Context: an optimization exercise on an open-source flow, tuned for small area, a short achievable clock period and few clock cycles. The choices shown serve that exercise and are no tape-out recipe.
In this exercise RTL edits were held to simulation tests only and were not proved equivalent to the original.
Power is estimated from default activity; no workload was simulated.

## run A
==> flow/design.v (excerpt) <==
module gsh_core (
    input  wire        clk,
    input  wire        rst,           
    input  wire        req_valid,
    output wire        req_ready,
    input  wire        req_we,
    input  wire [18:0] req_addr,
    input  wire [31:0] req_wdata,
    output reg         rsp_valid,
    output wire [31:0] rsp_rdata
);
    localparam ST_OK        = 3'd0;
    localparam ST_OUT_RANGE = 3'd1;
    localparam ST_MALFORMED = 3'd2;
    localparam ST_TRUNCATED = 3'd3;
    localparam ST_LEN_OVF   = 3'd4;
    localparam ST_ILLEGAL   = 3'd5;
    localparam O_ILL    = 4'd0;
    localparam O_CREATE = 4'd1;
    localparam O_WRAP   = 4'd2;
    localparam O_SETU8  = 4'd3;
    localparam O_GETU8  = 4'd4;
    localparam O_SETU16 = 4'd5;
    localparam O_GETU16 = 4'd6;
    localparam O_SETSTR = 4'd7;
    localparam O_GETSTR = 4'd8;
    localparam O_CRC    = 4'd9;
    localparam O_XOR    = 4'd10;
    localparam O_ENC    = 4'd11;
    localparam O_FWRAP  = 4'd12;
    localparam O_DEC    = 4'd13;
    localparam W_SW   = 4'd0;    
    localparam W_DHI  = 4'd1;
    localparam W_DLO  = 4'd2;
    localparam W_RB   = 4'd3;    
    localparam W_K1   = 4'd4;
    localparam W_ZERO = 4'd5;
    localparam W_N    = 4'd6;
    localparam W_K2   = 4'd7;
    localparam W_K2N  = 4'd8;
    localparam W_CHI  = 4'd9;
    localparam W_CLO  = 4'd10;
    reg  [2:0]  code;
    reg         sticky;
    reg  [4:0]  msg_len;     
    reg  [4:0]  frm_len;     
    reg  [15:0] data_r;
    reg  [15:0] count_r;
    reg  [7:0]  xor1;
    reg  [7:0]  xor2;
    reg  [15:0] crc_r;       
    reg  [447:0] mem;        
    reg         busy;
    reg         sv;          
    reg         s_rd;        
    reg         s_reg;       
    reg         s_buf;       
    reg         s_cmd;       
    reg  [3:0]  s_op;
  ...
For scale: about 640 flip-flops, about 89 I/O pins, roughly 0.034 mm² of cells after synthesis.
Settings: LEC_CHECK=0, ABC_CLOCK_PERIOD_IN_PS=3000, CAP_MARGIN=20, CORE_MARGIN=2, CORE_UTILIZATION=50, CTS_BUF_LIST=sky130_fd_sc_hd__clkbuf_4 sky130_fd_sc_hd__clkbuf_8, PLACE_DENSITY=0.65, SETUP_SLACK_MARGIN=5, SLEW_MARGIN=20; clock period 10.0 ns.
standard.sh (not shown) runs the stock make flow with config.mk's settings and CLKGATE_MAP_FILE= SYNTH_SCRIPT=/design/flow/synth_recipe.tcl, a recipe that flattens the netlist after the stock synthesis.
==> flow/flow/run.sh <==
#!/bin/bash
set -euo pipefail
MARGIN=6.8
export BUFFER_PORTS_ARGS="-buffer_cell sky130_fd_sc_hd__buf_4"
sed -e "s/SETUP_SLACK_MARGIN=[0-9.-]*/SETUP_SLACK_MARGIN=${MARGIN}/" standard.sh > standard_margin.sh
grep -q "SETUP_SLACK_MARGIN=${MARGIN}" standard_margin.sh
bash standard_margin.sh > standard_margin.log 2>&1
Testbench counts of run A, summed over its fixed seeds: cycles 15,330.
Inputs modified between run A and run B:
- an added TNS_END_PERCENT of 0
-- flow/flow/run.sh --
<<< run A, line 2
set -euo pipefail
MARGIN=6.8
export BUFFER_PORTS_ARGS="-buffer_cell sky130_fd_sc_hd__buf_4"
>>> run B, line 2
set -euo pipefail
MARGIN=7.2
export BUFFER_PORTS_ARGS="-buffer_cell sky130_fd_sc_hd__buf_4"
==> comparison <==
The run showing the greater minimum period implied by the final worst setup slack is run B.
Number of buffers other than clock buffers in the final layout was higher in the run labelled run A.
| final period utilization | higher: run B |
Re total power: run B is 2.6% down on run A.
Relative to run A, total detailed-routing wirelength has decreased by about 0.5% in run B.
A first element of the critical path of req_wdata[8] is what run A shows, while r_lo[0] belongs to run B.
diff inputs: run B => run C
- PLACE_DENSITY: 0.65 -> 0.68
- CORE_UTILIZATION: 50 -> 55
==> summary.txt <==
Delta (run C minus run B): leakage power of the design saw little to no change; sequential standard cell area saw little to no change.
Changes observed in run C relative to run B: fraction of final layout cells with drive strength greater than 1 held steady; total wirelength of the detailed-routed design now sits higher.
Looking at global-route usage across run C and run B, the one that comes out higher is run C.
Compared with run B, run C shows a lower worst path arrival time.

afterwards: timing with drivers on the ports:
How much do the figures lean on ideal ports? The routed layouts below were timed once more, with nothing changed but the port constraints. Step 1: set_driving_cell puts a clkbuf_16 on clk and a buf_2 on each other input, an assumption about the parent block. Step 2 adds t to the input delays and takes it off the output delays; t is the mean of the earliest and latest rising clock arrival at the registers after step 1. Input paths then give back, and output paths get back, about the clock's delay inside the block. a / b / c = no drivers / after step 1 / after step 2; a / b = the first two.
run | shift t [ns] | slack for setup (ns) | pins driven straight from the clock port
run A | 0.814 | 6.639 / 6.630 / 5.816 | 1
run B | 0.802 | 6.481 / 6.481 / 5.858 | 1
run C | 0.794 | 6.570 / 6.570 / 5.866 | 1
After both steps every run listed still meets setup and hold. For run A, which loses most, drivers alone change the setup slack by -0.009 ns; drivers and shift together by -0.823 ns.
